From an optimization exercise on the open Yosys and OpenROAD flow, aimed at small area, a short achievable clock period and few clock cycles; shortcuts taken in it are not production practice. In this exercise RTL edits were held to simulation tests only and were not proved equivalent to the original. Power and IR drop assume default switching activity.

== build 49 ==
// picoweb_engine
module picoweb_engine (
    input  wire        clk,
    input  wire        rst,
    input  wire        cmd_valid,
    output wire        cmd_ready,
    input  wire [1:0]  cmd_op,       
    input  wire [7:0]  cmd_type,     
    input  wire [7:0]  cmd_ctx,      
    input  wire [15:0] cmd_len,      
    input  wire [15:0] cmd_addr,     
    input  wire [5:0]  rx_len,       
    output wire [4:0]  rx_addr,
    input  wire [7:0]  rx_data,
    output wire [15:0] pay_addr,
    input  wire [7:0]  pay_data,
    output wire        tx_valid,
    output wire [7:0]  tx_data,
    output wire        ev_valid,
    output wire [1:0]  ev_kind,      
    output wire [7:0]  ev_type,
    output wire [7:0]  ev_ctx,
    output wire [7:0]  ev_data,
    output wire        rsp_valid,
    output wire [2:0]  rsp_status
);
    localparam MARKER = 8'hA5;
    localparam OP_TICK = 2'd0, OP_SUBMIT = 2'd1, OP_REGISTER = 2'd2, OP_PING = 2'd3;
  ...
Size: roughly 2100 cells after synthesis, ~360 flip-flops, about 140 I/O pins.
export LEC_CHECK = 0
export CAP_MARGIN = 20
export CORE_MARGIN = 2
export CORE_UTILIZATION = 60
export SLEW_MARGIN = 20
create_clock -name core_clock -period 10.0 [get_ports {clk}]
standard.sh (not shown) runs the stock make flow with config.mk's settings and CLKGATE_MAP_FILE= SYNTH_SCRIPT=/design/flow/synth_recipe.tcl, a recipe that flattens the netlist after the stock synthesis.
==> flow/flow/run.sh <==
#!/bin/bash
# Standard ORFS layout of the design (the standard.sh, its constraint.sdc
# unchanged), with these changes to how the layout is made:
#  - repair_timing aims for extra setup slack (SETUP_SLACK_MARGIN),
#  - the port buffers are buf_2 cells (repair may resize them),
#  - clock tree synthesis inserts no dummy loads.
set -euo pipefail
export SETUP_SLACK_MARGIN=${MARGIN:-6.8}
export BUFFER_PORTS_ARGS="-buffer_cell sky130_fd_sc_hd__buf_2"
export CTS_ARGS="-sink_clustering_enable -repair_clock_nets -dont_use_dummy_load"
bash standard.sh finish > flow_finish.log 2>&1
Testbench counts of build 49, summed over its fixed seeds: cycles 105,091.
Edits applied to the flow inputs when going from build 49 to build 3:
Settings: changing SLEW_MARGIN from 20 to 5; changing CAP_MARGIN from 20 to 5.
--- a/flow/flow/run.sh
+++ b/flow/flow/run.sh
@@ -5,3 +5,3 @@
 #  - the port buffers are buf_2 cells (repair may resize them),
-#  - clock tree synthesis inserts no dummy loads.
+#  - clock tree synthesis inserts no dummy loads, and clusters more sinks per buffer.
 set -euo pipefail
@@ -9,3 +9,3 @@
 export BUFFER_PORTS_ARGS="-buffer_cell sky130_fd_sc_hd__buf_2"
-export CTS_ARGS="-sink_clustering_enable -repair_clock_nets -dont_use_dummy_load"
+export CTS_ARGS="-sink_clustering_enable -repair_clock_nets -dont_use_dummy_load -sink_clustering_size ${CTS_SIZE:-20} -sink_clustering_max_diameter ${CTS_DIAM:-100}"
 bash standard.sh finish > flow_finish.log 2>&1
Notes after the runs:
- Layout multi-input combinational cell count delta (build 3 -> build 49): insignificant
- From build 49 to build 3, post-synthesis sequential element count did not move at all.
- What build 3 reported for total power has to be multiplied by 1.10 to get the figure for build 49.
- Depth of the critical timing path with buffers and inverters included, build 3 and build 49, lower one = build 3.
- Summary of the comparison: maximum frequency is lower in build 3, relative to build 49.
- Vias: build 3 fewer than build 49
- Compared with build 49, build 3 shows a lower met3 wirelength from detailed routing.
- Relative contribution of combinational cells to total power, build 3 and build 49: smaller value in build 49
- Routing usage on met2 for build 3: 0.36 points up relative to build 49
- For worst-skew pair later-pin latency, build 49 and build 3 come out practically identical.
[inputs] build 67 vs build 3
Settings: swapping 5 for 20 in CAP_MARGIN; swapping 5 for 20 in SLEW_MARGIN.
--- a/flow/flow/run.sh
+++ b/flow/flow/run.sh
@@ -7,3 +7,3 @@
 set -euo pipefail
-export SETUP_SLACK_MARGIN=${MARGIN:-6.8}
+export SETUP_SLACK_MARGIN=${MARGIN:-6.7}
 export BUFFER_PORTS_ARGS="-buffer_cell sky130_fd_sc_hd__buf_2"
Results
Cmp build 67 and build 3 / routed length on met1 / higher: build 3. Changes observed in build 67 relative to build 3: routed wire length down 600 um; met1 demand-to-capacity share in global routing -1.6 points; core utilization down 0.75 points; worst setup slack after layout lower; share of cell area taken by flip-flops and latches has increased.
--- input diff build 67..build 1 ---
--- a/flow/flow/run.sh
+++ b/flow/flow/run.sh
@@ -7,3 +7,3 @@
 set -euo pipefail
-export SETUP_SLACK_MARGIN=${MARGIN:-6.7}
+export SETUP_SLACK_MARGIN=${MARGIN:-6.8}
 export BUFFER_PORTS_ARGS="-buffer_cell sky130_fd_sc_hd__buf_2"
Results
- Summary of build 1 over build 67: sequential power has remained practically unchanged; latest clock arrival within the worst-skew pair dropped 0.02 ns.
- For build 67, the origin of the worst setup path was f_type[0], unlike build 1, where it was q_len[0][11].
- Diff build 67 -> build 1: number of detailed-route iterations in the first pass decreased by 1 relative to the old numbers, fraction of met2 tracks used by global routing increased by 1.7 points relative to the old numbers, area overhead of the layout relative to synthesis increased by 1.2 points relative to the old numbers.
- Compared build 67 against build 1; instance area at placement within noise.
What build 16 does differently from build 1 at the input level:
--- a/flow/flow/run.sh
+++ b/flow/flow/run.sh
@@ -7,5 +7,5 @@
 set -euo pipefail
-export SETUP_SLACK_MARGIN=${MARGIN:-6.8}
+export SETUP_SLACK_MARGIN=${MARGIN:-6.7}
 export BUFFER_PORTS_ARGS="-buffer_cell sky130_fd_sc_hd__buf_2"
-export CTS_ARGS="-sink_clustering_enable -repair_clock_nets -dont_use_dummy_load -sink_clustering_size ${CTS_SIZE:-20} -sink_clustering_max_diameter ${CTS_DIAM:-100}"
+export CTS_ARGS="-sink_clustering_enable -repair_clock_nets -dont_use_dummy_load -sink_clustering_size ${CTS_SIZE:-25} -sink_clustering_max_diameter ${CTS_DIAM:-110}"
 bash standard.sh finish > flow_finish.log 2>&1
==> comparison <==
- | worst hold slack | build 16 vs build 1 | 0.0090 ns lower |
- Comparing build 16 with build 1, the post-placement cell count came out essentially unchanged.
- Build 16 vs. build 1: final wirelength now smaller, overall power consumption shows a reduction of about 1%, via count saw a decrease, proportion of cell area occupied by registers now sits at about the same level, detail-routed net length per standard cell went down.

[afterwards: timing with drivers on the ports]
The flow's constraints put no driver on any port. The routed layouts listed below were extracted and timed again, unchanged, in two steps. Step 1, drivers: a clkbuf_16 drives clk and a buf_2 each remaining input, both assumed. Step 2 times the ports against the registers' clock, not the clock port: input delays grow and output delays shrink by t, the midpoint of the rising clock arrivals with the driver on. a / b / c = ideal / step 1 / step 2; a / b = the first two.
| run | shift t [ns] | setup slack, ns | hold slack, ns | slew at the worst register clock pin (ns) |
|---|---|---|---|---|
| build 49 | 0.562 | 6.789 / 6.748 / 6.249 | 0.460 / 0.460 / 0.460 | 0.06 / 0.06 |
| build 3 | 0.575 | 6.762 / 6.756 / 6.294 | 0.466 / 0.466 / 0.466 | 0.09 / 0.09 |
| build 67 | 0.589 | 6.712 / 6.659 / 6.222 | 0.455 / 0.455 / 0.455 | 0.09 / 0.09 |
| build 1 | 0.575 | 6.762 / 6.756 / 6.294 | 0.466 / 0.466 / 0.466 | 0.09 / 0.09 |
| build 16 | 0.567 | 6.722 / 6.669 / 6.247 | 0.457 / 0.457 / 0.457 | 0.11 / 0.11 |
After both steps setup and hold are still met in every run listed. The setup slack of build 49, which loses most, moves by -0.041 ns with the drivers and by -0.540 ns with both steps.
